Context: an optimization exercise on an open-source flow, tuned for small area and a short achievable clock period. The choices shown serve that exercise and are no tape-out recipe. RTL that was checked went through simulation tests only; none was proved equivalent to the original. For runs 5 and 6, only the layout was checked, not whether the RTL still works. Power figures rest on the tool's default switching activity, not on a simulated workload.

[flow/design.v]
module pwm_block (
    input  wire        clk,
    input  wire        rst,
    input  wire        fast_tick,
    input  wire        slow_tick,
    input  wire        cmd_valid,
    input  wire [31:0] cmd,
    output reg         rsp_valid,
    output reg  [2:0]  rsp_err,
    output reg  [31:0] rsp_data,
    output wire [5:0]  out
);
    reg        [31:0] fast_q;
    reg        [31:0] slow_q;
    reg               slow_pend_q;
    reg        [5:0]  out_q;
    reg               pwm_on_q;
    reg        [15:0] thr_q;
    reg        [7:0]  step_q;
    reg               dir_q;
    reg        [2:0]  sch_q;
    reg               stopreq_q;
    reg        [1:0]  mode_q;       
    reg               cancelled_q;
    reg               f_illop_q;
    reg               f_busy_q;
    reg               f_invch_q;
    reg               f_operand_q;
    assign out = out_q;
    wire [3:0] op    = cmd[31:28];
    wire [2:0] c_ch  = cmd[27:25];
    wire       c_b   = cmd[24];
    wire [7:0] c_s8  = cmd[23:16];
    wire z_imm = ~|cmd[15:0];
    wire z_s8  = ~|c_s8;
    wire z_ch  = ~|c_ch;
    wire op_rdf   = (op == 4'h1);
    wire op_rds   = (op == 4'h2);
    wire op_rstf  = (op == 4'h3);
    wire op_rsts  = (op == 4'h4);
    wire op_set   = (op == 4'h5);
    wire op_poll  = (op == 4'h6);
    wire op_load  = (op == 4'h7);
    wire op_estep = (op == 4'h8);
    wire op_glow  = (op == 4'h9);
    wire op_pulse = (op == 4'hA);
    wire op_canc  = (op == 4'hB);
    wire op_rdst  = (op == 4'hC);
    wire op_rdenv = (op == 4'hD);
    wire legal =
        ((op_rdf | op_rds | op_rstf | op_rsts | op_canc | op_rdst | op_rdenv) & z_ch & ~c_b & z_s8 & z_imm) |
        (op_set & z_s8 & z_imm) |
        ((op_poll | op_glow) & ~c_b & z_s8) |
        (op_load & z_ch) |
        ((op_estep | op_pulse) & ~c_b & z_s8 & z_imm);
    wire busy    = mode_q[0] | mode_q[1];
    wire ch_bad  = c_ch[2] & c_ch[1];
    wire imm_bad = cmd[15] | (|cmd[14:9]) | (cmd[8:0] > 9'd500);
    wire need_idle = op_rstf | op_rsts | op_set | op_poll | op_load | op_estep | op_glow | op_pulse;
    wire need_ch   = op_set | op_poll | op_estep | op_glow | op_pulse;
    wire need_imm  = op_poll | op_glow;
    wire e_busy = need_idle & busy;
    wire e_ch   = need_ch & ch_bad;
    wire e_opnd = (need_imm & imm_bad) | (op_load & z_s8);
    wire [2:0] err =
        ~legal ? 3'd1 :
        e_busy ? 3'd2 :
        e_ch   ? 3'd3 :
        e_opnd ? 3'd4 : 3'd0;
    wire ok      = cmd_valid & legal & ~e_busy & ~e_ch & ~e_opnd;
    wire a_rstf  = ok & op_rstf;
    wire a_rsts  = ok & op_rsts;
    wire a_set   = ok & op_set;
    wire a_poll  = ok & op_poll;
    wire a_load  = ok & op_load;
    wire a_estep = ok & op_estep;
    wire a_glow  = ok & op_glow;
    wire a_pulse = ok & op_pulse;
    wire a_canc  = ok & op_canc;
    wire fg      = ~cmd_valid & busy;
    wire fg_stop = fg & stopreq_q;
    wire fg_glow = fg & ~stopreq_q & mode_q[0];
    wire fg_env  = fg & ~stopreq_q & mode_q[1] & slow_pend_q;
    wire thr_neg = thr_q[15];
    wire thr_hi  = ~thr_q[15] & ((|thr_q[14:9]) | (thr_q[8:0] >= 9'd500));
    wire clamp   = thr_neg | thr_hi;
    wire [9:0] ea = {1'b0, thr_q[8:0]};
    wire [9:0] eb = {2'b0, step_q ^ {8{dir_q}}};
    reg  [9:0] pg_g, pg_p, cy;
    reg  [9:0] gg, pp;
    integer m, n;
    always @(*) begin
        pg_g = ea & eb;
        pg_p = ea ^ eb;
        gg = pg_g;
        pp = pg_p;
        gg[0] = pg_g[0] | (pg_p[0] & dir_q);
        for (m = 1; m < 10; m = m * 2)
            for (n = 9; n >= m; n = n - 1) begin
                gg[n] = gg[n] | (pp[n] & gg[n - m]);
                pp[n] = pp[n] & pp[n - m];
            end
        cy = {gg[8:0], dir_q};
    end
    wire [9:0] v = pg_p ^ cy;
    wire       xneg = dir_q & ~v[9] & ~v[8];
    wire [7:0] dp   = dir_q ? {1'b0, v[9], v[7:2]} : v[9:2];
    reg [5:0] qp;
    reg [4:0] r, rn;
    integer k;
    always @(*) begin
        qp[5] = (dp[7:5] >= 3'd5);
        case (dp[7:5])
            3'd0, 3'd5: r = 5'b00001;
            3'd1, 3'd6: r = 5'b00010;
            3'd2, 3'd7: r = 5'b00100;
            3'd3:       r = 5'b01000;
            default:    r = 5'b10000;
        endcase
        for (k = 4; k >= 0; k = k - 1) begin
            qp[k] = r[3] | r[4] | (r[2] & dp[k]);
            rn[0] = dp[k] ? r[2] : r[0];
            rn[1] = dp[k] ? r[0] : r[3];
            rn[2] = dp[k] ? r[3] : r[1];
            rn[3] = dp[k] ? r[1] : r[4];
            rn[4] = dp[k] ? r[4] : r[2];
            r = rn;
        end
    end
    wire [4:0] qn = {1'b0, qp[3:0]} + 5'd20 + {4'd0, r[4] & (v[1:0] != 2'b00)};
    wire [15:0] env_new = thr_hi  ? {11'd0, 2'b11, 2'b00, dir_q} :
                          thr_neg ? 16'd0 :
                          xneg    ? {{11{qn[4]}}, qn} :
                                    {10'd0, qp};
    wire [7:0]  env_step_n = clamp ? 8'd1 : step_q;
    wire        env_dir_n  = dir_q ^ clamp;
    wire       do_env  = a_estep | fg_env;
    wire       do_poll = a_poll | do_env | fg_glow;
    wire [2:0] pch     = cmd_valid ? c_ch : sch_q;
    wire fz      = ~|fast_q[31:9];
    wire lt500   = fz & (fast_q[8:0] < 9'd500);
    wire gt500   = ~fz | (fast_q[8:0] > 9'd500);
    wire lt_imm  = fz & (fast_q[8:0] < cmd[8:0]);
    wire lt_raw  = fz & (fast_q[8:0] < thr_q[8:0]);
    wire lt_thr  = thr_hi ? lt500 : (~thr_neg & lt_raw);
    wire lt      = a_poll ? lt_imm : lt_thr;
    wire set_on  = gt500 | (~pwm_on_q & lt);
    wire set_off = pwm_on_q & lt500;
    wire p_wr    = do_poll & (set_on | set_off);
    reg [31:0] fast_inc, slow_inc;
    reg [31:0] fc, sc;
    reg [7:0]  fg4, sg4;
    reg [8:0]  fC, sC;
    integer j;
    always @(*) begin
        for (j = 0; j < 8; j = j + 1) begin
            fg4[j] = &fast_q[4*j +: 4];
            sg4[j] = &slow_q[4*j +: 4];
        end
        fC[0] = 1'b1;
        for (j = 0; j < 8; j = j + 1)
            fC[j + 1] = fC[j] & fg4[j];
        for (j = 0; j < 8; j = j + 1) begin
            fc[4*j]     = fC[j];
            fc[4*j + 1] = fC[j] & fast_q[4*j];
            fc[4*j + 2] = fC[j] & fast_q[4*j] & fast_q[4*j + 1];
            fc[4*j + 3] = fC[j] & fast_q[4*j] & fast_q[4*j + 1] & fast_q[4*j + 2];
        end
        fast_inc = fast_q ^ (fc & {32{fast_tick}});
        sc[0] = 1'b1;
        sc[1] = slow_q[0];
        sc[2] = ~(slow_q[0] & slow_q[1]);
        sc[3] = slow_q[2] | (slow_q[0] & slow_q[1]);
        sC[1] = sc[3] & slow_q[3];
        for (j = 1; j < 8; j = j + 1)
            sC[j + 1] = sC[j] & sg4[j];
        for (j = 1; j < 8; j = j + 1) begin
            sc[4*j]     = sC[j];
            sc[4*j + 1] = sC[j] & slow_q[4*j];
            sc[4*j + 2] = sC[j] & slow_q[4*j] & slow_q[4*j + 1];
            sc[4*j + 3] = sC[j] & slow_q[4*j] & slow_q[4*j + 1] & slow_q[4*j + 2];
        end
        sC[0] = 1'b0;
        slow_inc = slow_q ^ (sc & {32{slow_tick}});
    end
    wire fast_clr = a_rstf | a_pulse | (do_poll & gt500);
    wire slow_clr = a_rsts | a_pulse;
    reg [5:0] out_n;
    integer i;
    always @(*) begin
        out_n = out_q;
        for (i = 0; i < 6; i = i + 1) begin
            if (a_set && c_ch == i)
                out_n[i] = c_b;
            if (p_wr && pch == i)
                out_n[i] = set_on;
        end
    end
    wire [31:0] rd_data =
        ({32{op_rdf}}   & fast_q) |
        ({32{op_rds}}   & slow_q) |
        ({32{op_rdst}}  & {12'd0, f_operand_q, f_invch_q, f_busy_q, f_illop_q,
                           1'b0, sch_q, cancelled_q, stopreq_q, mode_q,
                           dir_q, pwm_on_q, out_q}) |
        ({32{op_rdenv}} & {8'd0, step_q, thr_q});
    always @(posedge clk) begin
        rsp_err  <= err;
        rsp_data <= legal ? rd_data : 32'd0;
    end
    always @(posedge clk) begin
        if (rst) begin
            fast_q      <= 32'd0;
            slow_q      <= 32'd0;
            slow_pend_q <= 1'b0;
            out_q       <= 6'd0;
            pwm_on_q    <= 1'b0;
            thr_q       <= 16'd20;
            step_q      <= 8'd1;
            dir_q       <= 1'b0;
            sch_q       <= 3'd0;
            stopreq_q   <= 1'b0;
            mode_q      <= 2'd0;
            cancelled_q <= 1'b0;
            f_illop_q   <= 1'b0;
            f_busy_q    <= 1'b0;
            f_invch_q   <= 1'b0;
            f_operand_q <= 1'b0;
            rsp_valid   <= 1'b0;
        end else begin
            rsp_valid <= cmd_valid;
            fast_q <= fast_clr ? {31'd0, fast_tick} : fast_inc;
            slow_q <= slow_clr ? {29'd0, slow_tick, 1'b0, slow_tick} : slow_inc;
            if (a_pulse | fg_env)
                slow_pend_q <= slow_tick;
            else if (slow_tick)
                slow_pend_q <= 1'b1;
            out_q <= out_n;
            if (p_wr)
                pwm_on_q <= set_on;
            else if (a_glow | a_pulse)
                pwm_on_q <= 1'b0;
            if (a_load | a_glow)
                thr_q <= cmd[15:0];
            else if (a_pulse)
                thr_q <= 16'd20;
            else if (do_env)
                thr_q <= env_new;
            if (a_load)
                step_q <= c_s8;
            else if (a_pulse)
                step_q <= 8'd1;
            else if (do_env)
                step_q <= env_step_n;
            if (a_load)
                dir_q <= c_b;
            else if (a_pulse)
                dir_q <= 1'b0;
            else if (do_env)
                dir_q <= env_dir_n;
            if (a_glow | a_pulse)
                sch_q <= c_ch;
            if (a_glow | a_pulse | fg_stop)
                stopreq_q <= 1'b0;
            else if (a_canc & busy)
                stopreq_q <= 1'b1;
            if (a_glow)
                mode_q <= 2'd1;
            else if (a_pulse)
                mode_q <= 2'd2;
            else if (fg_stop)
                mode_q <= 2'd0;
            if (a_glow | a_pulse)
                cancelled_q <= 1'b0;
            else if (fg_stop)
                cancelled_q <= 1'b1;
            if (cmd_valid) begin
                if (err == 3'd1) f_illop_q   <= 1'b1;
                if (err == 3'd2) f_busy_q    <= 1'b1;
                if (err == 3'd3) f_invch_q   <= 1'b1;
                if (err == 3'd4) f_operand_q <= 1'b1;
            end
        end
    end
endmodule
[flow/flow/run.sh]
#!/bin/bash
# Layout flow: the standard ORFS flow (standard.sh) with these changes:
#  * synthesis is the standard synthesis script, except that ABC maps the
#    logic with the area-oriented script flow/abc.script (registers, their
#    names and cell types are untouched);
#  * ports are buffered with buf_1 cells instead of delay buffers;
#  * CTS uses the buffers in CTS_BUF_LIST without dummy loads.
# Each tool's output goes to the ORFS logs under orfs/logs and to flow_*.log here.
set -euo pipefail
W=$(pwd)
F=$W/flow

# synthesis script: synth_recipe.tcl sourcing a copy of ORFS synth.tcl whose
# abc call uses our script
sed "s#^  log_cmd abc {\*}\$abc_args#  log_cmd abc -script $F/abc.script {*}[lrange \$abc_args 2 end]#" \
    "$FLOW_HOME/scripts/synth.tcl" > "$W/my_synth.tcl"
grep -q "abc -script $F/abc.script" "$W/my_synth.tcl"
sed "s#source \$::env(SCRIPTS_DIR)/synth.tcl#source $W/my_synth.tcl#" "$W/synth_recipe.tcl" > "$W/my_synth_recipe.tcl"
grep -q "source $W/my_synth.tcl" "$W/my_synth_recipe.tcl"

cat "$F/extra.mk" >> "$W/config.mk"

sed "s#SYNTH_SCRIPT=[^ ]*synth_recipe.tcl#SYNTH_SCRIPT=$W/my_synth_recipe.tcl#" "$W/standard.sh" > "$W/my_standard.sh"
grep -q "SYNTH_SCRIPT=$W/my_synth_recipe.tcl" "$W/my_standard.sh"

bash "$W/my_standard.sh" > "$W/flow_make.log" 2>&1
[flow/flow/abc.script]
strash
&get -n
&dch
&nf
&put
[flow/flow/extra.mk]
export BUFFER_PORTS_ARGS = -buffer_cell sky130_fd_sc_hd__buf_1
export CTS_ARGS = -sink_clustering_enable -repair_clock_nets -dont_use_dummy_load -buf_list sky130_fd_sc_hd__clkbuf_8
export SETUP_SLACK_MARGIN = 7.25
[flow/standard.sh]
#!/bin/bash
# synth_recipe.tcl (not shown) runs the flow's synth.tcl, then flattens the netlist and writes it again
# the make line also repeats each setting of config.mk as NAME=value (left out here)
make -C /OpenROAD-flow-scripts/flow DESIGN_CONFIG=/design/flow/config.mk WORK_HOME=/design/flow/orfs CLKGATE_MAP_FILE= SYNTH_SCRIPT=/design/flow/synth_recipe.tcl "${@:-finish}"
[flow/config.mk]
export PLATFORM = sky130hd
export DESIGN_NAME = pwm_block
export DESIGN_NICKNAME = pwm_block
export VERILOG_FILES = /design/flow/design.v
export SDC_FILE = /design/flow/constraint.sdc
export NUM_CORES = 4
export LEC_CHECK = 0
export ABC_AREA = 1
export CAP_MARGIN = 20
export CORE_MARGIN = 2
export CORE_UTILIZATION = 40
export SLEW_MARGIN = 20
export TNS_END_PERCENT = 0
export BUFFER_PORTS_ARGS = -buffer_cell sky130_fd_sc_hd__buf_1
export CTS_ARGS = -sink_clustering_enable -repair_clock_nets -dont_use_dummy_load -buf_list sky130_fd_sc_hd__clkbuf_8
export SETUP_SLACK_MARGIN = 7.25
[flow/constraint.sdc]
create_clock -name core_clock -period 12.0 [get_ports {clk}]
set_input_delay 2.4000 -clock core_clock [delete_from_list [all_inputs] [get_ports {clk}]]
set_output_delay 2.4000 -clock core_clock [all_outputs]
set_load 0.01 [all_outputs]
==> run notes, run 1 <==
post-place setup slack 6.15 ns; first-pass iteration count of the detailed router 6; Total Die Area 19300 um^2; total grt overflow 0; hold path depth 2; gr usage total a little under a quarter; CP Launch Point cmd[11]; Setup crit end kind register; P&R area growth vs syn 23.1%; die span in y 139 um; Worst-Margin Slew 0.987 ns; Top FF cell, synth dfxtp_1; Final WS setup roughly 7.1 ns; Data required, critical path 12.29 ns; largest net degree at the start of global routing 48; Initial Utilization 40.6%; first-pass GRT wire length 36.2 mm; via-per-instance ratio 6.04; DR WL/cell 19.4 um; Layout fillers about 1800; number of port buffers 78; Yosys reg bits 144; DPL Wire Length 16.6 mm; WP data arrival 5.18 ns; layout cells sized above 1 15.0%; total CTS buffers 17; leakage power 3.09 nW; Tcrit/Tclk final between 40% and 50%; Syn Std Cell Area between 7000 and 8000 um^2; vias in the first global route 6547; Slew headroom 33.6%; Setup CP Type input port to register; setup TNS 0 ns; Peak VDD IR 70.2 uV; HP Start f_illop_q; cell count after synthesis 861; vias 7399; fmax 205 MHz; clock latency on the worst-skew pair 0.45 ns; MaxCap Viol Count 0; Post-synth EDFFs 0; worst reg2reg path depth 22; RSZ-0062 raised after global routing yes; ys async rst share 0%; drc violations 0; htree depth 4; # rows 49; drt total wl 23.7 mm; Die W 139 um; core region area 17900 um^2; sequential area share after synthesis 39.6%; diodes inserted 0; Final setup violation count 0; synthesis warning total 1; Clock Path Buffers 2; Synth Area per Inst 8.45 um^2; power consumption about 0.00082 W; outcome timing/DRC/antenna clean; worst r2r src dir_q; Synth cell types 60; worst min path class register to register; num ports 79; syn_nets 927; antenna violations before repair 0; clock net sink count 144; CTS Root Cell clkbuf_8; DRT iter0 DRCs 782; final weighted congestion in routability-driven placement 0.915; Worst-path clk slew 0.06 ns; Slew Limit Fails 0; Worst Skew approximately 0.034 ns; final hold vios 0; NumNets Final 1063; min cycle time layout 4.89 ns; biggest fanout along the worst timing path 7; CTS tree done; Antenna Violating Nets Remaining 0; crit start category input port; PD cells approximately 92 nW/um^2
[kinds of logic (layout without fill, tap and decap cells)]
| group | count (synthesis) | after routing | share of synthesized area, % |
|---|---|---|---|
| AO/OA/AOI/OAI | 236 | 236 | 22.4 |
| XOR/XNOR | 31 | 31 | 3.73 |
| adder cells (fa/ha/maj) | 29 | 29 | 5.09 |
| buffers and inverters | 21 | 151 | 1.08 |
| flip-flops | 144 | 144 | 39.6 |
| multiplexers | 14 | 14 | 1.96 |
| AND/OR/NAND/NOR | 386 | 390 | 26.2 |
[sequential cells by signal, indices dropped and copies added, names as in the netlist, 2 cells and up]
name / count
fast_q: 32
mode_q: 2
out_q: 6
rsp_data: 32
rsp_err: 3
sch_q: 3
slow_q: 32
step_q: 8
thr_q: 16
[Yosys cell counts, types with 9 or more instances]
master / instances / area share, %
a21oi_1: 84 / 5.8
a22oi_1: 19 / 2.0
nand3_1: 20 / 1.4
nor2_1: 123 / 6.3
and4_1: 12 / 1.4
o21ai_0: 17 / 1.2
xor2_1: 12 / 1.4
nand2_1: 70 / 3.6
o211ai_1: 10 / 1.0
clkinv_1: 21 / 1.1
nor4_1: 15 / 1.3
and3_1: 16 / 1.4
ha_1: 28 / 4.8
dfxtp_1: 144 / 40
nand2b_1: 9 / 0.77
a222oi_1: 24 / 3.3
xnor2_1: 19 / 2.3
a311oi_1: 9 / 1.1
nor3_1: 63 / 4.3
and2_0: 19 / 1.6
mux2i_1: 12 / 1.7
a31oi_1: 12 / 1.0
[worst paths after layout]
path / to / slack [ns]
worst max-delay path: thr_q[5] / 7.11
worst min-delay path: f_illop_q / 0.48
worst max register to register: thr_q[5] / 7.26
worst min register to register: f_illop_q / 0.48
[report_power, final]
| group | internal (W) | switching (W) |
|---|---|---|
| Sequential | 0.000481 | 0.00000440 |
| Clock | 0.000125 | 0.000160 |
| Combinational | 0.0000169 | 0.0000350 |
| Total | 0.000623 | 0.000199 |
[stage by stage]
step / area, um^2 / hold WS (ns) / utilization (%) / cells
after floorplan: 7400 / 0.437 / - / 861
after global placement: 8040 / 0.460 / 44.9 / 1174
after detailed placement: 8040 / 0.458 / 44.9 / 1174
after CTS: 8530 / 0.474 / 47.6 / 1206
after global routing: 8960 / 0.495 / 50.1 / 1224
final: 8960 / 0.482 / 50.1 / 1224
[cell type report]
type,instances,area [um^2],area share (%)
Multi-Input combinational cell,700,4900,54.7
Sequential cell,144,2890,32.2
Timing Repair Buffer,113,569,6.35
Tap cell,229,287,3.20
Clock buffer,17,234,2.61
Inverter,21,78.8,0.880
[worst max-delay path, cell delays in order]
cell      delay (ns)
buf_1           0.09
or3_1           0.39
or4_4           0.47
nor2_4          0.11
nor4b_4         0.22
o31a_1          0.31
buf_4           0.16
nand2_2         0.11
nor2_4          0.16
nor2_4          0.07
nand2_4         0.12
nor2_2          0.07
o21a_1          0.12
a221oi_1        0.28
a211oi_1        0.08
[layout by cell type, fill, tap and decap left out, drive strengths merged, types with 15 or more instances in the layout]
cell type | synthesis | final
ha | 28 | 28
a222oi | 24 | 24
o21ai | 17 | 17
nand3 | 20 | 20
and2 | 19 | 19
a21oi | 84 | 84
nor3 | 63 | 63
dfxtp | 144 | 144
buf | 0 | 111
nor4 | 15 | 15
xnor2 | 19 | 19
clkinv | 21 | 21
nand2 | 70 | 71
a22oi | 19 | 19
nor2 | 123 | 123
clkbuf | 0 | 19
and3 | 16 | 16
[repair_timing]
action / in CTS / in global routing
buffers inserted: 12 / 17
hold buffers: 0 / 0
gates cloned: 3 / 1
gates resized for setup: 38 / 64
endpoints found under the setup margin: 95 / 95
endpoints found under the hold margin: 0 / 0
pin swaps: 8 / 17
[routing by layer]
layer	wire length (um)	share of wire [%]	up-vias	track usage, %
li1	-	-	3566	-
met1	10700	45	3517	33.5
met2	10800	45	269	36.3
met3	1580	6.7	47	4.25
met4	650	2.7	0	7.92
met5	0	0	-	0
==> inputs of run 2 (changes only) <==
==> flow/flow/extra.mk (replaced) <==
export BUFFER_PORTS_ARGS = -buffer_cell sky130_fd_sc_hd__buf_1
export CTS_ARGS = -sink_clustering_enable -repair_clock_nets -dont_use_dummy_load -buf_list sky130_fd_sc_hd__clkbuf_8
export SETUP_SLACK_MARGIN = 7.5
--- a/flow/config.mk
+++ b/flow/config.mk
@@ -13,4 +13,4 @@
 export TNS_END_PERCENT = 0
 export BUFFER_PORTS_ARGS = -buffer_cell sky130_fd_sc_hd__buf_1
 export CTS_ARGS = -sink_clustering_enable -repair_clock_nets -dont_use_dummy_load -buf_list sky130_fd_sc_hd__clkbuf_8
-export SETUP_SLACK_MARGIN = 7.25
+export SETUP_SLACK_MARGIN = 7.5
==> run 2 against run 1 <==
Effect of this change: synthesized cell count unchanged; total power up 0.57%; final cell count up 0.74%; combinational power grew 5.0%; critical path depth is 1 lower; routed wire length is 2.4% higher; die area unchanged; non-clock buffer count rose by 10; design area increased by 3.1%.
==> run notes, run 2 <==
outcome timing/DRC/antenna clean; area share of the largest cell type after synthesis 39.6% (unchanged); min cycle time layout 4.81 ns (-0.0783 ns); clock net sink count 144 (unchanged); met2 usage 37.8% (+1.5 points); count leader, synth dfxtp_1; Top FF cell, synth dfxtp_1; Initial Utilization 40.6% (unchanged); CTS tree done; Die W 139 um (unchanged); P&R area growth vs syn 27.0%; Syn Std Cell Area 7280 um^2 (unchanged); Final setup violation count 0 (unchanged); worst min path class register to register; clock power share 34.6% (about the same); number of port buffers 78 (unchanged); vias in the first global route 6617 (+1.1%); synth cell count leaders 144 x dfxtp_1, 123 x nor2_1, 84 x a21oi_1; crit start category input port; Largest regs fast_q: 32 flops, rsp_data: 32 flops, slow_q: 32 flops; sequential area share after synthesis 39.6% (unchanged); final hold vios 0 (unchanged); Levels on crit path 14 (-1); CP peak stage delay 0.35 ns (-0.12 ns); cell count after synthesis 861 (unchanged); DR WL/cell 19.7 um (+1.6%); slowest CP cell a311o_1; largest net degree at the start of global routing 49 (+2.1%); Peak VDD IR 68.3 uV (-2.8%); antenna violations before repair 0 (unchanged); MaxCap Viol Count 0 (unchanged); post-synth top area cell dfxtp_1; Setup CP Type input port to register; synthesis warning total 1 (unchanged); most frequent cells in the layout 142 x dfxtp_1, 111 x nor2_1, 75 x a21oi_1; total CTS buffers 17 (unchanged); worst reg2reg path depth 21 (-4.5%); met3 usage 4.18% (-0.069 points); first-pass GRT wire length 37.1 mm (+2.6%); Synth cell types 60 (unchanged); crit-path cells buf_2, nand2b_1, or2_1, a41oi_2, a31oi_1, and2_2, and4_1, a311o_1, nand2b_4, o32ai_4, nor3_2, nand2_1, nor2_1, a211oi_1; ys async rst share 0% (unchanged); vias 7431 (+0.43%); Total Die Area 19300 um^2 (unchanged); Clock Path Buffers 2 (unchanged); hold path depth 2 (unchanged); RSZ-0062 raised after global routing yes; Data required, critical path 12.29 ns (about the same); final weighted congestion in routability-driven placement 0.963 (+5.3%); Worst-Margin Slew 0.970 ns (-0.0169 ns); core region area 17900 um^2 (unchanged); Placed Instances 1174 (unchanged); gr usage total 24.2% (+0.60 points); Slew headroom 35.2% (+1.7 points); Comb pwr share 6.6% (+0.3 points); NumNets Final 1072 (+0.85%); fmax 208 MHz (+1.6%); # rows 49 (unchanged); total grt overflow 0 (unchanged); diodes inserted 0 (unchanged); drt total wl 24.3 mm (+2.4%); layout cells sized above 1 18.2% (+3.3 points); biggest fanout along the worst timing path 10 (+3); drc violations 0 (unchanged); DRT iter0 DRCs 731 (-6.5%); met1 usage 34.3% (+0.75 points); htree depth 4 (unchanged); Tcrit/Tclk final 40.1% (-0.65 points); leakage power 3.20 nW (+3.5%); crit path buf inv count 1 (-1); PD cells 89.5 nW/um^2 (-2.5%); Layout fillers 1751 (-0.74%); Setup crit end kind register; Synth Area per Inst 8.45 um^2 (unchanged); syn_nets 927 (unchanged); die span in y 139 um (unchanged); first-pass iteration count of the detailed router 9 (+3); CTS Root Cell clkbuf_8; Worst-path clk slew 0.07 ns (about the same); Antenna Violating Nets Remaining 0 (unchanged); switching power of the nets 0.000203 W (+1.7%); Non-Filler Instances 1233 (+0.74%); Worst Skew 0.0297 ns (-0.00468 ns); part of the power in registers 58.8% (-0.3 points); setup TNS 0 ns (unchanged); Post-synth EDFFs 0 (unchanged); Crit path max-delay family simple AND/OR/NAND/NOR gates; num ports 79 (unchanged); most common cell after layout, fill and taps aside dfxtp_1; DPL Wire Length 16.7 mm (+1.1%); GRT busiest layer met2; clock latency on the worst-skew pair 0.46 ns (about the same); Slew Limit Fails 0 (unchanged); via-per-instance ratio 6.03 (-0.30%); P_int 0.000624 W (+0.22%); Net Sw Frac 24.5% (+0.26 points); Yosys reg bits 144 (unchanged); WP data arrival 5.10 ns (-0.08 ns); ranking of synthesized cells by area dfxtp_1 40%, nor2_1 6.3%, a21oi_1 5.8%
## run 2: cell counts after synthesis
No cell type changed its count.
## run 2: cell families (layout without fill, tap and decap cells)
| family | Yosys count | after routing | synth area share (%) |
|---|---|---|---|
| muxes | 14 | 14 | 1.96 |
| buffers and inverters | 21 | 161 | 1.08 |
| AOI/OAI and AO/OA | 236 | 236 | 22.4 |
| and+or+nand+nor | 386 | 389 | 26.2 |
| DFF | 144 | 144 | 39.6 |
| adders and majority gates | 29 | 29 | 5.09 |
| xor gates and xnor gates | 31 | 31 | 3.73 |
## run 2: repair_timing
action                     4_1_cts  5_1_grt
setup endpoints to repair      104      105
gates cloned                     3        0
gates resized for setup         67       86
buffers inserted                20       19
hold buffers                     0        0
pin swaps                       13       31
## run 2: path summary, 6_finish.rpt
check,endpoint,slack [ns],from
max,out_q[2],7.19,cmd[31]
min,f_illop_q,0.49,f_illop_q
max reg2reg,thr_q[4],7.32,dir_q
min reg2reg,f_illop_q,0.49,f_illop_q
## run 2: worst reg2reg max path, cell delays in order (launching register included)
cell and delay (ns):
dfxtp_4 0.44, buf_8 0.17, xor2_1 0.24, ha_4 0.28, a21oi_2 0.18, nor2_1 0.08, a21oi_2 0.26, and3_1 0.35
nor2_1 0.13, o311ai_0 0.36, a21bo_1 0.29, mux2i_2 0.27, a21bo_1 0.16, o21ai_1 0.05, a21oi_1 0.13, ha_1 0.20
ha_2 0.20, o211ai_1 0.14, o41ai_2 0.13, a21oi_1 0.12, o221ai_1 0.24, o211ai_1 0.12
## run 2: per-layer routing
metal	part of all wire (%)	wire length, um
met5	0	0
met4	2.2	529
met1	45	11000
met3	6.9	1670
met2	46	11100
## run 2: stage by stage
step / worst slack (ns) / total power (W) / hold slack (ns) / utilization, % / instance area (um^2)
floorplan: 6.97 / 0.000519 / 0.437 / - / 7400
global placement: 6.24 / 0.000543 / 0.458 / 44.9 / 8040
detailed placement: 6.20 / 0.000544 / 0.462 / 44.9 / 8040
CTS: 7.20 / 0.000828 / 0.479 / 48.5 / 8690
global route: 7.03 / 0.000855 / 0.501 / 51.6 / 9240
finish: 7.19 / 0.000827 / 0.486 / 51.6 / 9240
## run 2: area by class of cell
cell class | count | area (um^2) | area share [%]
flip-flops and latches | 144 | 2890 | 31.3
inverters | 21 | 78.8 | 0.853
clock buffers | 17 | 234 | 2.53
well taps | 229 | 287 | 3.10
repair buffers | 123 | 666 | 7.20
multi-input cells | 699 | 5090 | 55.1
## run 2: power by group through the flow
stage	sequential, W	clock [W]	combinational [W]
2_1_floorplan	0.000495	0	0.0000244
3_3_place_gp	0.000497	0	0.0000462
3_5_place_dp	0.000497	0	0.0000465
4_1_cts	0.000486	0.000291	0.0000508
5_1_grt	0.000486	0.000310	0.0000594
6_report	0.000486	0.000286	0.0000545
==> inputs of run 3 (changes only) <==
==> flow/flow/abc.script (replaced) <==
strash
&get -n
&dch
&put
dch
map
topo
--- a/flow/config.mk
+++ b/flow/config.mk
@@ -10,7 +10,6 @@
 export CORE_MARGIN = 2
 export CORE_UTILIZATION = 40
 export SLEW_MARGIN = 20
-export TNS_END_PERCENT = 0
 export BUFFER_PORTS_ARGS = -buffer_cell sky130_fd_sc_hd__buf_1
 export CTS_ARGS = -sink_clustering_enable -repair_clock_nets -dont_use_dummy_load -buf_list sky130_fd_sc_hd__clkbuf_8
 export SETUP_SLACK_MARGIN = 7.5
==> run 3 against run 2 <==
Effect of this change: die area rose by 2.4%; clock power hardly changed; global-route usage increased by 1.7 points; routed wire length up 14%; combinational power is 35% higher; hold slack lost 0.015 ns; sequential power about the same; fmax is 4.4% lower; design area grew 17%; critical path type unchanged.
==> run notes, run 3 <==
outcome timing/DRC/antenna clean; Antenna Violating Nets Remaining 0 (unchanged); Setup crit end kind register; first-pass GRT wire length 40.2 mm (+8.3%); hold buffer count at cts 0 (unchanged); crit start category input port; layout cells sized above 1 30.4% (+12 points); Setup CP Type input port to register; Clock Path Buffers 2 (unchanged); Synth Area per Inst 7.18 um^2 (-15%); clock net sink count 144 (unchanged); # rows 49 (unchanged); Non-Filler Instances 1494 (+21%); worst min path class register to register; sequential area share after synthesis 38.7% (-0.94 points); synth cell count leaders 159 x nor2_1, 145 x clkinv_1, 144 x dfxtp_1; final weighted congestion in routability-driven placement 0.984 (+2.1%); Initial Utilization 41.1% (+0.42 points); Largest regs fast_q: 32 flops, rsp_data: 32 flops, slow_q: 32 flops; ranking of synthesized cells by area dfxtp_1 39%, nor2_1 8.0%, clkinv_1 7.3%; Slew Limit Fails 0 (unchanged); NumNets Final 1333 (+24%); Placed Instances 1351 (+15%); total CTS buffers 17 (unchanged); P&R area growth vs syn 45.0%; GRT busiest layer met2; Die W 141 um (+1.2%); vias in the first global route 7659 (+16%); first-pass iteration count of the detailed router 6 (-3); post-synth top area cell dfxtp_1; largest net degree at the start of global routing 32 (-35%); Peak VDD IR 63.7 uV (-6.8%); total grt overflow 0 (unchanged); Worst-Margin Slew 0.848 ns (-0.123 ns); area share of the largest cell type after synthesis 38.7% (-0.94 points); PD cells 78.0 nW/um^2 (-13%); met2 usage 42.2% (+4.4 points); diodes inserted 0 (unchanged); RSZ-0062 raised after global routing yes; clock latency on the worst-skew pair 0.46 ns (about the same); Final setup violation count 0 (unchanged); Yosys reg bits 144 (unchanged); number of port buffers 78 (unchanged); Data required, critical path 12.33 ns (+0.04 ns); biggest fanout along the worst timing path 4 (-6); antenna violations before repair 0 (unchanged); final cell utilization of the core 59.5% (+7.9 points); setup TNS 0 ns (unchanged); core region area 18100 um^2 (+1.4%); most common cell after layout, fill and taps aside dfxtp_1; min cycle time layout 5.03 ns (+0.221 ns); MaxCap Viol Count 0 (unchanged); count leader, synth nor2_1; WP data arrival 5.36 ns (+0.26 ns); fmax 199 MHz (-4.4%); Syn Std Cell Area 7450 um^2 (+2.4%); Worst R2R Setup Slack 7.74 ns (+0.42 ns); gr usage total 25.9% (+1.7 points); Total Die Area 19700 um^2 (+2.4%); DRT iter0 DRCs 737 (+0.82%); drc violations 0 (unchanged); die span in y 141 um (+1.2%); num ports 79 (unchanged); vias 8555 (+15%); Worst Skew 0.0363 ns (+0.00663 ns); htree depth 4 (unchanged); DPL Wire Length 17.7 mm (+6.0%); DR WL/cell 18.6 um (-5.8%); syn_nets 1104 (+19%); Worst-path clk slew 0.07 ns (about the same); drt total wl 27.7 mm (+14%); Tcrit/Tclk final 41.9% (+1.8 points); ys async rst share 0% (unchanged); leakage power 3.98 nW (+24%); most frequent cells in the layout 139 x dfxtp_1, 128 x clkinv_1, 125 x nor2_1; Post-synth EDFFs 0 (unchanged); via-per-instance ratio 5.73 (-5.0%); Synth cell types 35 (-42%); cell count after synthesis 1038 (+21%); CTS Root Cell clkbuf_8; Top FF cell, synth dfxtp_1; CTS tree done; synthesis warning total 1 (unchanged); final hold vios 0 (unchanged); met3 usage 4.96% (+0.78 points); met1 usage 34.1% (-0.15 points); Slew headroom 43.1% (+7.8 points)
-- run 3: cell types whose count changed in the layout (fill, tap and decap cells not counted), sizes merged, moves of 22 or more --
cell | previous run | this run
a21oi | 84 | 62
a222oi | 24 | 0
buf | 119 | 198
clkinv | 21 | 137
nand2 | 70 | 136
nand3 | 20 | 58
nor2 | 123 | 159
o21ai | 17 | 52
-- run 3: area by class of cell --
type,instances,area (um^2)
clock buffers,17,234
fillers,1636,7340
inverters,145,641
multi-input cells,755,5270
flip-flops and latches,144,2890
well taps,229,287
repair buffers,203,1470
repair inverters,1,16.3
-- run 3: worst paths after layout --
path,startpoint,end,depth (start not counted)
worst min-delay path,f_operand_q,f_operand_q,2
worst min register to register,f_operand_q,f_operand_q,2
worst max-delay path,fast_tick,fast_q[31],18
worst max register to register,step_q[1],thr_q[4],23
-- run 3: cell families after synthesis --
group | Yosys count | share of synthesized area (%)
flops | 144 | 38.7
buf+inv | 145 | 7.30
xor+xnor | 14 | 1.65
compound gates | 223 | 18.4
mux | 4 | 0.537
fa+ha+maj | 29 | 4.97
simple gates | 479 | 28.5
-- run 3: worst max-delay path, cell delays in order --
cell	delay (ns)
buf_8	0.07
nand4_1	0.14
nor3_2	0.25
nand2_2	0.12
nor3_4	0.19
nand2_2	0.12
nor2_4	0.13
nand2_2	0.08
nor3b_4	0.20
nand4_1	0.17
nor2_2	0.15
nand4_1	0.17
nor3_4	0.19
nand4_1	0.20
nor4_4	0.40
nand2_2	0.13
nor3_2	0.17
nor3_1	0.07
-- run 3: what timing repair did --
item                                    in CTS  in global routing
gates resized for setup                    118                194
endpoints found under the setup margin     103                 98
buffers inserted                            83                 36
gates cloned                                 3                  4
pin swaps                                   51                 84
-- run 3: where the power goes --
| group | internal (W) | total, W | leakage, nW | switching (W) |
|---|---|---|---|---|
| sequential | 0.000480 | 0.000485 | 1.16 | 0.00000476 |
| clock | 0.000125 | 0.000284 | 0.122 | 0.000159 |
| combinational | 0.0000261 | 0.0000737 | 2.69 | 0.0000476 |
| total | 0.000631 | 0.000843 | 3.98 | 0.000212 |
-- run 3: per-layer routing --
layer,up-vias,share of wire [%]
li1,4098,-
met3,73,7.3
met5,-,0
met1,4073,42
met2,311,47
met4,0,3.7
-- run 3: metrics by stage --
| stage | total power (W) | cell area (um^2) | hold slack (ns) | setup slack [ns] |
|---|---|---|---|---|
| after floorplan | 0.000521 | 7810 | 0.429 | 6.70 |
| final | 0.000843 | 10800 | 0.471 | 6.97 |
| after global placement | 0.000546 | 8450 | 0.441 | 5.99 |
| after CTS | 0.000836 | 9790 | 0.476 | 7.08 |
| after detailed placement | 0.000546 | 8450 | 0.458 | 5.86 |
| after global routing | 0.000868 | 10800 | 0.497 | 6.75 |
==> inputs of run 4 (changes only) <==
==> flow/flow/abc.script (replaced) <==
strash
&get -n
&dch
&nf
&put
==> flow/flow/extra.mk (replaced) <==
export BUFFER_PORTS_ARGS = -buffer_cell sky130_fd_sc_hd__buf_1
export CTS_ARGS = -sink_clustering_enable -repair_clock_nets -dont_use_dummy_load -buf_list sky130_fd_sc_hd__clkbuf_8
export SETUP_SLACK_MARGIN = 6.8
--- a/flow/config.mk
+++ b/flow/config.mk
@@ -12,4 +12,4 @@
 export SLEW_MARGIN = 20
 export BUFFER_PORTS_ARGS = -buffer_cell sky130_fd_sc_hd__buf_1
 export CTS_ARGS = -sink_clustering_enable -repair_clock_nets -dont_use_dummy_load -buf_list sky130_fd_sc_hd__clkbuf_8
-export SETUP_SLACK_MARGIN = 7.5
+export SETUP_SLACK_MARGIN = 6.8
==> run 4 against run 3 <==
Effect of this change: worst setup slack worse by 0.055 ns; still clean on timing, DRC and antenna; synthesized area is 2.4% lower; die area fell by 2.3%; register-to-register slack got worse by 0.57 ns; total power shrank 2.3%; utilization fell by 11 points; synthesized cell count is 17% lower; sequential power is essentially flat; critical path type unchanged; clock power barely moved; routed wire length down 15%; count of clock-buffer cells in the layout stayed put; first-iteration DRC count rose by 7.6%.
==> run notes, run 4 <==
Synth Area per Inst 8.45 um^2 (+18%); Clock Path Buffers 2 (unchanged); Antenna Violating Nets Remaining 0 (unchanged); ys async rst share 0% (unchanged); final weighted congestion in routability-driven placement 0.874 (-11%); Setup crit end kind register; core region area 17900 um^2 (-1.4%); cell count after synthesis 861 (-17%); Final WS setup 6.92 ns (-0.0549 ns); Top FF cell, synth dfxtp_1; Met2 Wirelength 10.6 mm (-19%); Non-Filler Instances 1216 (-19%); synthesis warning total 1 (unchanged); worst r2r src step_q[1]; Tcrit/Tclk final 42.4% (+0.46 points); antenna violations before repair 0 (unchanged); number of port buffers 78 (unchanged); Peak VDD IR 67.3 uV (+5.7%); hold buffer count at cts 0 (unchanged); HP Start f_illop_q; setup TNS 0 ns (unchanged); clock latency on the worst-skew pair 0.46 ns (about the same); Worst-Margin Slew 0.972 ns (+0.125 ns); gr usage total 23.6% (-2.3 points); CTS tree done; worst min path class register to register; Largest regs fast_q: 32 flops, rsp_data: 32 flops, slow_q: 32 flops; max layer used met4; power consumption 0.000824 W (-2.3%); Setup CP Type input port to register; Die W 139 um (-1.2%); min cycle time layout 5.08 ns (+0.0549 ns); layout cells sized above 1 10.5% (-20 points); Worst-path clk slew 0.07 ns (about the same); clock net sink count 144 (unchanged); synth cell count leaders 144 x dfxtp_1, 123 x nor2_1, 84 x a21oi_1; ranking of synthesized cells by area dfxtp_1 40%, nor2_1 6.3%, a21oi_1 5.8%; drt total wl 23.6 mm (-15%); final hold vios 0 (unchanged); biggest fanout along the worst timing path 13 (+9); met3 wire len 1.67 mm (-17%); most frequent cells in the layout 143 x dfxtp_1, 113 x nor2_1, 82 x a21oi_1; count leader, synth dfxtp_1; Data required, critical path 12.32 ns (about the same); critical register-to-register path endpoint thr_q[4]; outcome timing/DRC/antenna clean; post-place setup slack 5.61 ns (-0.249 ns); area share of the largest cell type after synthesis 39.6% (+0.94 points); DRT iter0 DRCs 793 (+7.6%); leakage power 3.05 nW (-23%); diodes inserted 0 (unchanged); first-pass GRT wire length 35.9 mm (-11%); DR WL/cell 19.4 um (+4.7%); PD cells 95.6 nW/um^2 (+23%); # rows 49 (unchanged); hold path depth 2 (unchanged); fmax 197 MHz (-1.1%); total CTS buffers 17 (unchanged); vias 7375 (-14%); Initial Utilization 40.6% (-0.42 points); final instance area 8620 um^2 (-20%); die span in y 139 um (-1.2%); Total Die Area 19300 um^2 (-2.3%); Placed Instances 1174 (-13%); P&R area growth vs syn 18.4%; htree depth 4 (unchanged); Slew Limit Fails 0 (unchanged); largest net degree at the start of global routing 48 (+50%); Worst Skew 0.0354 ns (-0.000893 ns); vias in the first global route 6511 (-15%); Final setup violation count 0 (unchanged); Worst R2R Setup Slack 7.17 ns (-0.57 ns); NumNets Final 1055 (-21%); Syn Std Cell Area 7280 um^2 (-2.4%); first-pass iteration count of the detailed router 6 (unchanged); met1 WL 10.8 mm (-6.9%); dpl cell area 7970 um^2 (-5.7%); MaxCap Viol Count 0 (unchanged); Synth cell types 60 (+71%); most common cell after layout, fill and taps aside dfxtp_1; DPL Wire Length 16.7 mm (-5.8%); syn_nets 927 (-16%); drc violations 0 (unchanged); crit start category input port; sequential area share after synthesis 39.6% (+0.94 points); WP data arrival 5.40 ns (+0.04 ns); post-synth top area cell dfxtp_1; via-per-instance ratio 6.06 (+5.9%); RSZ-0062 raised after global routing yes; total grt overflow 0 (unchanged); Hold Path End f_illop_q; Yosys reg bits 144 (unchanged); Post-synth EDFFs 0 (unchanged); worst reg2reg path depth 22 (-4.3%); num ports 79 (unchanged); Slew headroom 34.6% (-8.5 points); CTS Root Cell clkbuf_8
## run 4: changes by cell type in the layout (fill, tap and decap cells not counted), moves of 21 or more
cell	delta
nand3_1	-26
a21oi_1	+37
clkinv_1	-108
a222oi_1	+24
nor3_1	+21
nor3_2	-25
buf_4	-61
buf_6	-38
nand2_1	-34
## run 4: area by class of cell
| class | instances | area [um^2] |
|---|---|---|
| well taps | 229 | 287 |
| multi-input cells | 699 | 4610 |
| repair buffers | 106 | 524 |
| fillers | 1791 | 9280 |
| clock buffers | 17 | 234 |
| flip-flops and latches | 144 | 2890 |
| inverters | 21 | 78.8 |
## run 4: what timing repair did
action	in CTS	in global routing
pin swaps	1	10
setup buffers	1	21
gates resized for setup	28	37
cloned	2	1
setup endpoints to repair	57	60
## run 4: worst max-delay path, cell delays in order
cell      delay, ns
buf_1          0.08
or3_1          0.40
or4_4          0.44
nor2_2         0.16
nor4b_4        0.29
o31a_1         0.29
nand2_4        0.18
or2_1          0.34
o211ai_1       0.33
nand2b_2       0.40
nor3_1         0.09
## run 4: metrics by stage
stage | utilization (%) | hold slack, ns
6_report | 48.1 | 0.477
5_1_grt | 48.1 | 0.505
3_3_place_gp | 44.5 | 0.455
3_5_place_dp | 44.5 | 0.461
4_1_cts | 46.5 | 0.479
2_1_floorplan | - | 0.437
## run 4: cells by family after synthesis
kind of cell,share of synthesized area (%)
DFF,39.6
xor gates and xnor gates,3.73
adders and majority gates,5.09
and+or+nand+nor,26.2
AOI/OAI and AO/OA,22.4
buffers and inverters,1.08
muxes,1.96
## run 4: how the worst max path moves through the flow
stage                             to  startpoint
after floorplan           fast_q[31]   fast_tick
after global placement      thr_q[6]     cmd[28]
after detailed placement    thr_q[8]     cmd[30]
after CTS                   thr_q[8]     cmd[29]
after global routing        thr_q[3]     cmd[28]
final                      fast_q[9]     cmd[11]
## run 4: report_power, final
part,switching (W),internal [W],total (W)
Combinational,0.0000346,0.0000162,0.0000508
Sequential,0.00000514,0.000481,0.000486
Clock,0.000162,0.000125,0.000287
## run 4: layer usage
metal	vias up	global-route usage, %
met4	0	8.24
met3	38	4.94
met1	3496	32.3
li1	3545	-
met2	296	37.0
met5	-	0
==> inputs of run 5 (changes only) <==
--- a/flow/design.v
+++ b/flow/design.v
@@ -185,16 +185,15 @@
     end
     wire fast_clr = a_rstf | a_pulse | (do_poll & gt500);
     wire slow_clr = a_rsts | a_pulse;
+    wire      o_wr  = a_set | p_wr;
+    wire      o_val = a_set ? c_b : set_on;
     reg [5:0] out_n;
     integer i;
     always @(*) begin
         out_n = out_q;
-        for (i = 0; i < 6; i = i + 1) begin
-            if (a_set && c_ch == i)
-                out_n[i] = c_b;
-            if (p_wr && pch == i)
-                out_n[i] = set_on;
-        end
+        for (i = 0; i < 6; i = i + 1)
+            if (o_wr && pch == i)
+                out_n[i] = o_val;
     end
     wire [31:0] rd_data =
         ({32{op_rdf}}   & fast_q) |
==> flow/flow/extra.mk (replaced) <==
export BUFFER_PORTS_ARGS = -buffer_cell sky130_fd_sc_hd__buf_1
export CTS_ARGS = -sink_clustering_enable -repair_clock_nets -dont_use_dummy_load -buf_list sky130_fd_sc_hd__clkbuf_8
export SETUP_SLACK_MARGIN = 7
--- a/flow/config.mk
+++ b/flow/config.mk
@@ -12,4 +12,4 @@
 export SLEW_MARGIN = 20
 export BUFFER_PORTS_ARGS = -buffer_cell sky130_fd_sc_hd__buf_1
 export CTS_ARGS = -sink_clustering_enable -repair_clock_nets -dont_use_dummy_load -buf_list sky130_fd_sc_hd__clkbuf_8
-export SETUP_SLACK_MARGIN = 6.8
+export SETUP_SLACK_MARGIN = 7
==> run 5 against run 4 <==
Effect of this change: combinational power increased by 5.7%; hold slack got worse by 0.014 ns; sequential power about the same; die area decreased by 1.2%.
==> run notes, run 5 <==
# rows 49 (unchanged); part of the power in registers 59.3% (+0.3 points); DR WL/cell 19.2 um (-1.1%); Setup crit end kind register; met3 usage 4.81% (-0.12 points); hold path depth 2 (unchanged); die span in y 138 um (-0.58%); worst r2r src dir_q; Initial Utilization 40.4% (-0.21 points); via-per-instance ratio 6.00 (-1.1%); final hold vios 0 (unchanged); setup TNS 0 ns (unchanged); largest net degree at the start of global routing 53 (+10%); clock net sink count 144 (unchanged); diodes inserted 0 (unchanged); synthesis warning total 1 (unchanged); post-place setup slack 5.62 ns (+0.0134 ns); Clock Path Buffers 2 (unchanged); Hold Path End rsp_data[11]; Worst-path clk slew 0.07 ns (about the same); ranking of synthesized cells by area dfxtp_1 40%, a21oi_1 6.3%, nor2_1 6.0%; biggest fanout along the worst timing path 6 (-7); Total Die Area 19100 um^2 (-1.2%); hold buffer count at cts 0 (unchanged); antenna violations before repair 0 (unchanged); vias in the first global route 6534 (+0.35%); P_int 0.000623 W (+0.12%); first-pass iteration count of the detailed router 10 (+4); Worst R2R Setup Slack 7.36 ns (+0.19 ns); outcome timing/DRC/antenna clean; Largest regs fast_q: 32 flops, rsp_data: 32 flops, slow_q: 32 flops; Yosys reg bits 144 (unchanged); number of port buffers 78 (unchanged); met2 usage 36.7% (-0.31 points); Net Sw Frac 23.7% (-0.81 points); vias 7242 (-1.8%); total grt overflow 0 (unchanged); gr usage total 23.1% (-0.49 points); min cycle time layout 5.01 ns (-0.0741 ns); WP data arrival 5.32 ns (-0.08 ns); P&R area growth vs syn 25.1%; cell count after synthesis 841 (-2.3%); layout cells sized above 1 16.3% (+5.7 points); first-pass GRT wire length 35.3 mm (-1.8%); CTS tree done; Post-synth EDFFs 0 (unchanged); worst reg2reg path depth 20 (-9.1%); Final WS setup 6.99 ns (+0.0741 ns); core region area 17800 um^2 (-0.68%); syn_nets 907 (-2.2%); CTS Root Cell clkbuf_8; post-synth top area cell dfxtp_1; NumNets Final 1046 (-0.85%); Final setup violation count 0 (unchanged); RSZ-0062 raised after global routing yes; GRT busiest layer met2; Worst Skew 0.0286 ns (-0.00681 ns); Setup CP Type input port to register; most frequent cells in the layout 143 x dfxtp_1, 105 x nor2_1, 80 x a21oi_1; Synth cell types 55 (-8.3%); Top FF cell, synth dfxtp_1; Data required, critical path 12.31 ns (about the same); crit start category input port; HP Start slow_q[11]; leakage power 3.18 nW (+4.0%); Tcrit/Tclk final 41.8% (-0.62 points); Peak VDD IR 71.9 uV (+7.0%); critical register-to-register path endpoint thr_q[4]; Slew headroom 21.1% (-14 points); fmax 200 MHz (+1.5%); Slew Limit Fails 0 (unchanged); htree depth 4 (unchanged); num ports 79 (unchanged); Comb pwr share 6.6% (+0.4 points); final cell utilization of the core 50.6% (+2.5 points); Synth Area per Inst 8.55 um^2 (+1.2%); clock latency on the worst-skew pair 0.45 ns (about the same); most common cell after layout, fill and taps aside dfxtp_1; clock power share 34.2% (-0.6 points); count leader, synth dfxtp_1; ys async rst share 0% (unchanged); DPL Wire Length 15.7 mm (-5.8%); drt total wl 23.2 mm (-1.8%); MaxCap Viol Count 0 (unchanged); final instance area 9000 um^2 (+4.4%); area share of the largest cell type after synthesis 40.1% (+0.48 points); synth cell count leaders 144 x dfxtp_1, 114 x nor2_1, 91 x a21oi_1; dpl cell area 7950 um^2 (-0.19%); met1 usage 31.0% (-1.4 points); sequential area share after synthesis 40.1% (+0.48 points); drc violations 0 (unchanged); final weighted congestion in routability-driven placement 0.899 (+2.8%); DRT iter0 DRCs 744 (-6.2%); Worst-Margin Slew 1.15 ns (+0.182 ns); worst min path class register to register; Antenna Violating Nets Remaining 0 (unchanged); Die W 138 um (-0.58%); PD cells 90.7 nW/um^2 (-5.1%); total CTS buffers 17 (unchanged); switching power of the nets 0.000194 W (-4.2%); Syn Std Cell Area 7190 um^2 (-1.2%)
==> run 5: cell count changes in the layout (fill, tap and decap cells not counted), sizes merged, moves of 7 or more <==
cell,change
nor2,-8
nor3,-7
and2,-7
a21oi,+8
buf,+7
a211oi,+10
nand2,-9
==> run 5: what timing repair did <==
action	in CTS	in global routing
resized for setup	30	85
setup endpoints to repair	98	93
buffers inserted	10	21
pin swaps	5	17
gates cloned	4	1
==> run 5: area by class of cell <==
class,count,area [um^2]
Clock buffer,17,234
Sequential cell,144,2890
Inverter,25,93.8
Timing Repair Buffer,115,616
Tap cell,229,287
Fill cell,1711,8780
Multi-Input combinational cell,677,4880
==> run 5: worst max-delay path: stages <==
cell and delay, ns:
buf_2 0.14, nor4_4 0.35, nand3_1 0.15, nor4_2 0.23, o211ai_1 0.26, a21oi_4 0.28, nor2_4 0.07, or3b_1 0.39
nor4_2 0.37, mux2_1 0.47, mux2i_1 0.17, nor2_1 0.05
==> run 5: worst max-delay path by stage <==
stage | start | slack (ns) | end
floorplan | cmd[9] | 6.94 | step_q[0]
finish | cmd[7] | 6.99 | out_q[3]
detailed placement | cmd[29] | 5.62 | thr_q[7]
global placement | cmd[29] | 5.66 | thr_q[7]
global route | cmd[7] | 6.88 | out_q[3]
CTS | cmd[31] | 6.97 | thr_q[12]
==> run 5: layer usage <==
layer / share of wire, % / vias up
met4: 3.6 / 0
met2: 46 / 312
met5: 0 / -
met3: 7.0 / 46
met1: 44 / 3395
li1: - / 3489
==> run 5: through the flow <==
| stage | cells | hold WS [ns] | power, W |
|---|---|---|---|
| after floorplan | 841 | 0.436 | 0.000515 |
| after global placement | 1154 | 0.448 | 0.000539 |
| after detailed placement | 1154 | 0.457 | 0.000539 |
| after CTS | 1185 | 0.460 | 0.000818 |
| after global routing | 1207 | 0.481 | 0.000847 |
| final | 1207 | 0.463 | 0.000816 |
==> run 5: cell families (layout without fill, tap and decap cells) <==
logic type,count (synthesis),after routing,share of synthesized area [%]
AOI/OAI and AO/OA,235,236,22.2
xor gates and xnor gates,34,34,4.14
adders and majority gates,29,29,5.15
buffers and inverters,25,157,1.31
DFF,144,144,40.1
muxes,14,14,2.00
and+or+nand+nor,360,364,25.2
==> run 5: power groups by stage <==
stage / logic (W) / registers, W / clock network [W]
3_3_place_gp: 0.0000441 / 0.000495 / 0
3_5_place_dp: 0.0000442 / 0.000495 / 0
4_1_cts: 0.0000479 / 0.000484 / 0.000286
2_1_floorplan: 0.0000213 / 0.000494 / 0
6_report: 0.0000537 / 0.000484 / 0.000279
5_1_grt: 0.0000582 / 0.000484 / 0.000305
==> inputs of run 6 (changes only) <==
--- a/flow/design.v
+++ b/flow/design.v
@@ -140,10 +140,11 @@
     wire fz      = ~|fast_q[31:9];
     wire lt500   = fz & (fast_q[8:0] < 9'd500);
     wire gt500   = ~fz | (fast_q[8:0] > 9'd500);
-    wire lt_imm  = fz & (fast_q[8:0] < cmd[8:0]);
-    wire lt_raw  = fz & (fast_q[8:0] < thr_q[8:0]);
+    wire       is_poll = cmd_valid & op_poll;
+    wire [8:0] pthr    = is_poll ? cmd[8:0] : thr_q[8:0];
+    wire lt_raw  = fz & (fast_q[8:0] < pthr);
     wire lt_thr  = thr_hi ? lt500 : (~thr_neg & lt_raw);
-    wire lt      = a_poll ? lt_imm : lt_thr;
+    wire lt      = is_poll ? lt_raw : lt_thr;
     wire set_on  = gt500 | (~pwm_on_q & lt);
     wire set_off = pwm_on_q & lt500;
     wire p_wr    = do_poll & (set_on | set_off);
==> run 6 against run 5 <==
Effect of this change: still clean on timing, DRC and antenna; sequential power is essentially flat; hold slack gained 0.024 ns; fmax shrank 7.0%; routed wire length grew 4.4%; total power grew 1.9%; highest routed layer unchanged.
==> run notes, run 6 <==
crit start category input port; final weighted congestion in routability-driven placement 0.951 (+5.8%); count leader, synth dfxtp_1; clock latency on the worst-skew pair 0.45 ns (about the same); RSZ-0062 raised after global routing yes; DRT iter0 DRCs 742 (-0.27%); gr usage total 24.9% (+1.8 points); Layout fillers 1620 (-5.3%); post-place setup slack 5.62 ns (-0.00284 ns); fmax 186 MHz (-7.0%); P&R area growth vs syn 32.0%; FF+latch area 2890 um^2 (unchanged); Synth Area per Inst 8.58 um^2 (+0.37%); Post-synth EDFFs 0 (unchanged); hold path depth 2 (unchanged); leakage power 3.31 nW (+4.2%); layout cells sized above 1 20.5% (+4.3 points); area of the multi-input gates 4910 um^2 (+0.49%); die span in y 137 um (-0.92%); CTS tree done; met3 usage 5.00% (+0.19 points); ys async rst share 0% (unchanged); WP data arrival 5.71 ns (+0.39 ns); Syn Std Cell Area 7050 um^2 (-1.9%); NumNets Final 1043 (-0.29%); drc violations 0 (unchanged); critical register-to-register path endpoint thr_q[4]; crit-path cells buf_12, nor4bb_4, buf_6, nand2_8, buf_6, mux2i_1, ha_1, a21oi_1, nor2_1, a2111oi_2, o311ai_1, buf_4, buf_6, nor2b_4, o31ai_4, nand2b_1, nor2b_4, nor4_2, mux2i_1, nor2_1; via-per-instance ratio 6.09 (+1.4%); vias 7357 (+1.6%); diodes inserted 0 (unchanged); Yosys reg bits 144 (unchanged); most frequent cells in the layout 143 x dfxtp_1, 102 x nor2_1, 72 x a21oi_1; final cell utilization of the core 53.8% (+3.2 points); power consumption 0.000831 W (+1.9%); syn_nets 879 (-3.1%); met2 usage 38.6% (+1.8 points); worst reg2reg path depth 19 (-5.0%); Synth Area in Compound Gates 23.0% (+0.84 points); DPL Wire Length 16.3 mm (+3.5%); Total Die Area 18700 um^2 (-1.8%); Setup CP Type input port to register; Worst R2R Setup Slack 7.31 ns (-0.05 ns); CTS Root Cell clkbuf_8; met1 usage 34.8% (+3.9 points); slowest CP cell ha_1; largest net degree at the start of global routing 45 (-15%); Final setup violation count 0 (unchanged); Die W 137 um (-0.92%); ranking of synthesized cells by area dfxtp_1 41%, a21oi_1 6.1%, nor2_1 5.9%; total grt overflow 0 (unchanged); worst r2r src dir_q; HP Start slow_q[11]; Top FF cell, synth dfxtp_1; Peak VDD IR 86.1 uV (+20%); synth cell count leaders 144 x dfxtp_1, 111 x nor2_1, 86 x a21oi_1; Worst-Margin Slew 0.968 ns (-0.186 ns); total CTS buffers 17 (unchanged); area share of the largest cell type after synthesis 40.9% (+0.78 points); number of port buffers 78 (unchanged); vias in the first global route 6465 (-1.1%); core region area 17300 um^2 (-2.7%); Largest regs fast_q: 32 flops, rsp_data: 32 flops, slow_q: 32 flops; Data required, critical path 12.32 ns (about the same); num ports 79 (unchanged); biggest fanout along the worst timing path 6 (unchanged); most common cell after layout, fill and taps aside dfxtp_1; Crit path max-delay family simple AND/OR/NAND/NOR gates; DR WL/cell 20.0 um (+4.2%); final hold vios 0 (unchanged); synthesis warning total 1 (unchanged); cell count after synthesis 822 (-2.3%); htree depth 4 (unchanged); Slew headroom 35.1% (+14 points); Hold Path End rsp_data[11]; largest family of logic cells by synthesized area simple AND/OR/NAND/NOR gates; sequential area share after synthesis 40.9% (+0.78 points); Antenna Violating Nets Remaining 0 (unchanged); first-pass GRT wire length 35.9 mm (+1.7%); MaxCap Viol Count 0 (unchanged); post-synthesis simple-gate area fraction 23.5% (-1.6 points); Final WS setup 6.61 ns (-0.379 ns); XOR/XNOR Fraction of Synth Area 4.72% (+0.58 points); drt total wl 24.2 mm (+4.4%); hold buffer count at cts 0 (unchanged); Slew Limit Fails 0 (unchanged); post-synth top area cell dfxtp_1; outcome timing/DRC/antenna clean; # rows 48 (-2.0%); min cycle time layout 5.39 ns (+0.379 ns); CP most frequent cell buf_6; setup TNS 0 ns (unchanged); crit path buf inv count 5 (+4); antenna violations before repair 0 (unchanged); mux contribution to synthesized area 3.46% (+1.5 points); Tcrit/Tclk final 44.9% (+3.2 points); first-pass iteration count of the detailed router 7 (-3); PD cells 89.3 nW/um^2 (-1.5%); worst min path class register to register; Synth Area in Adders 3.65% (-1.5 points); Initial Utilization 40.8% (+0.34 points); Setup crit end kind register; Worst-path clk slew 0.07 ns (about the same); clock net sink count 144 (unchanged); Clock Path Buffers 2 (unchanged); GRT busiest layer met2; Synth cell types 52 (-5.5%); CP peak stage delay 0.34 ns (-0.13 ns); Worst Skew 0.0212 ns (-0.00744 ns)
-- run 6: worst max path at each step --
stage | from | cells after the start | to | slack [ns]
after floorplan | cmd[28] | 17 | out_q[2] | 6.48
after global placement | cmd[29] | 18 | out_q[2] | 5.66
after detailed placement | cmd[29] | 18 | out_q[2] | 5.62
after CTS | cmd[31] | 19 | out_q[2] | 6.59
after global routing | cmd[28] | 20 | out_q[2] | 6.39
final | cmd[28] | 20 | out_q[2] | 6.61
-- run 6: logic make-up after synthesis --
| group | Yosys count |
|---|---|
| flip-flops | 144 |
| AND/OR/NAND/NOR | 338 |
| XOR/XNOR | 38 |
| buffers and inverters | 15 |
| multiplexers | 24 |
| adder cells (fa/ha/maj) | 20 |
| AO/OA/AOI/OAI | 243 |
-- run 6: metal layers --
layer	up-vias	routed length, um	share of wire, %
met3	56	1780	7.3
met1	3491	10700	44
met4	0	753	3.1
li1	3494	-	-
met2	316	11000	45
met5	-	0	0
-- run 6: layout make-up --
cell class / count / share of cell area [%]
clock buffers: 17 / 2.51
repair buffers: 139 / 10.1
inverters: 15 / 0.605
multi-input cells: 669 / 52.7
flip-flops and latches: 144 / 31.0
well taps: 225 / 3.02
-- run 6: worst register-to-register path: cells and delay by family (launching register included) --
kind	cells	cell delay (ns)
AO/OA/AOI/OAI	9	2.28
flip-flops	1	0.46
XOR/XNOR	2	0.37
multiplexers	1	0.22
AND/OR/NAND/NOR	4	0.54
adder cells (fa/ha/maj)	3	0.79
-- run 6: power by group --
part,switching (W),leakage (nW),total [W],internal (W)
combinational,0.0000371,2.02,0.0000580,0.0000209
clock,0.000165,0.122,0.000289,0.000125
sequential,0.00000368,1.16,0.000484,0.000480
-- run 6: per-stage QoR --
| step | instance area (um^2) | hold WS, ns | std cells |
|---|---|---|---|
| after floorplan | 7280 | 0.437 | 822 |
| after global placement | 7920 | 0.454 | 1132 |
| after detailed placement | 7920 | 0.461 | 1132 |
| after CTS | 8640 | 0.478 | 1178 |
| after global routing | 9310 | 0.495 | 1209 |
| final | 9310 | 0.488 | 1209 |
-- run 6: what timing repair did --
| item | in CTS | in global routing |
|---|---|---|
| setup buffers | 25 | 27 |
| pin swaps | 21 | 28 |
| setup endpoints to repair | 96 | 59 |
| gates resized for setup | 69 | 84 |
| cloned | 4 | 4 |
| endpoints found under the hold margin | 0 | 0 |

## re-timing with driven ports
In the flow no input, the clock included, has a driving cell. The finished layouts below were timed again as built, in two steps. Step 1 assumes that a clkbuf_16 drives the clock port and a buf_2 every other input. Step 2 also shifts input and output timing later by t, the mid clock arrival at the registers, as if the neighbouring blocks saw the same clock. a / b / c = ideal / step 1 / step 2; a / b = the first two.
run	t (ns)	setup slack, ns	hold slack, ns	slew at the worst register clock pin (ns)
run 1	0.477	7.113 / 7.132 / 6.655	0.482 / 0.482 / 0.482	0.09 / 0.09
run 2	0.482	7.191 / 7.209 / 6.728	0.486 / 0.486 / 0.486	0.09 / 0.09
run 3	0.487	6.970 / 6.919 / 6.432	0.471 / 0.471 / 0.471	0.10 / 0.10
run 4	0.480	6.915 / 6.938 / 6.458	0.477 / 0.477 / 0.477	0.09 / 0.09
run 5	0.476	6.989 / 7.009 / 6.534	0.463 / 0.463 / 0.463	0.09 / 0.09
run 6	0.478	6.610 / 6.594 / 6.116	0.488 / 0.488 / 0.488	0.08 / 0.08
After both steps every run listed still meets setup and hold. For run 3, which loses most, drivers alone change the setup slack by -0.051 ns; drivers and shift together by -0.538 ns.
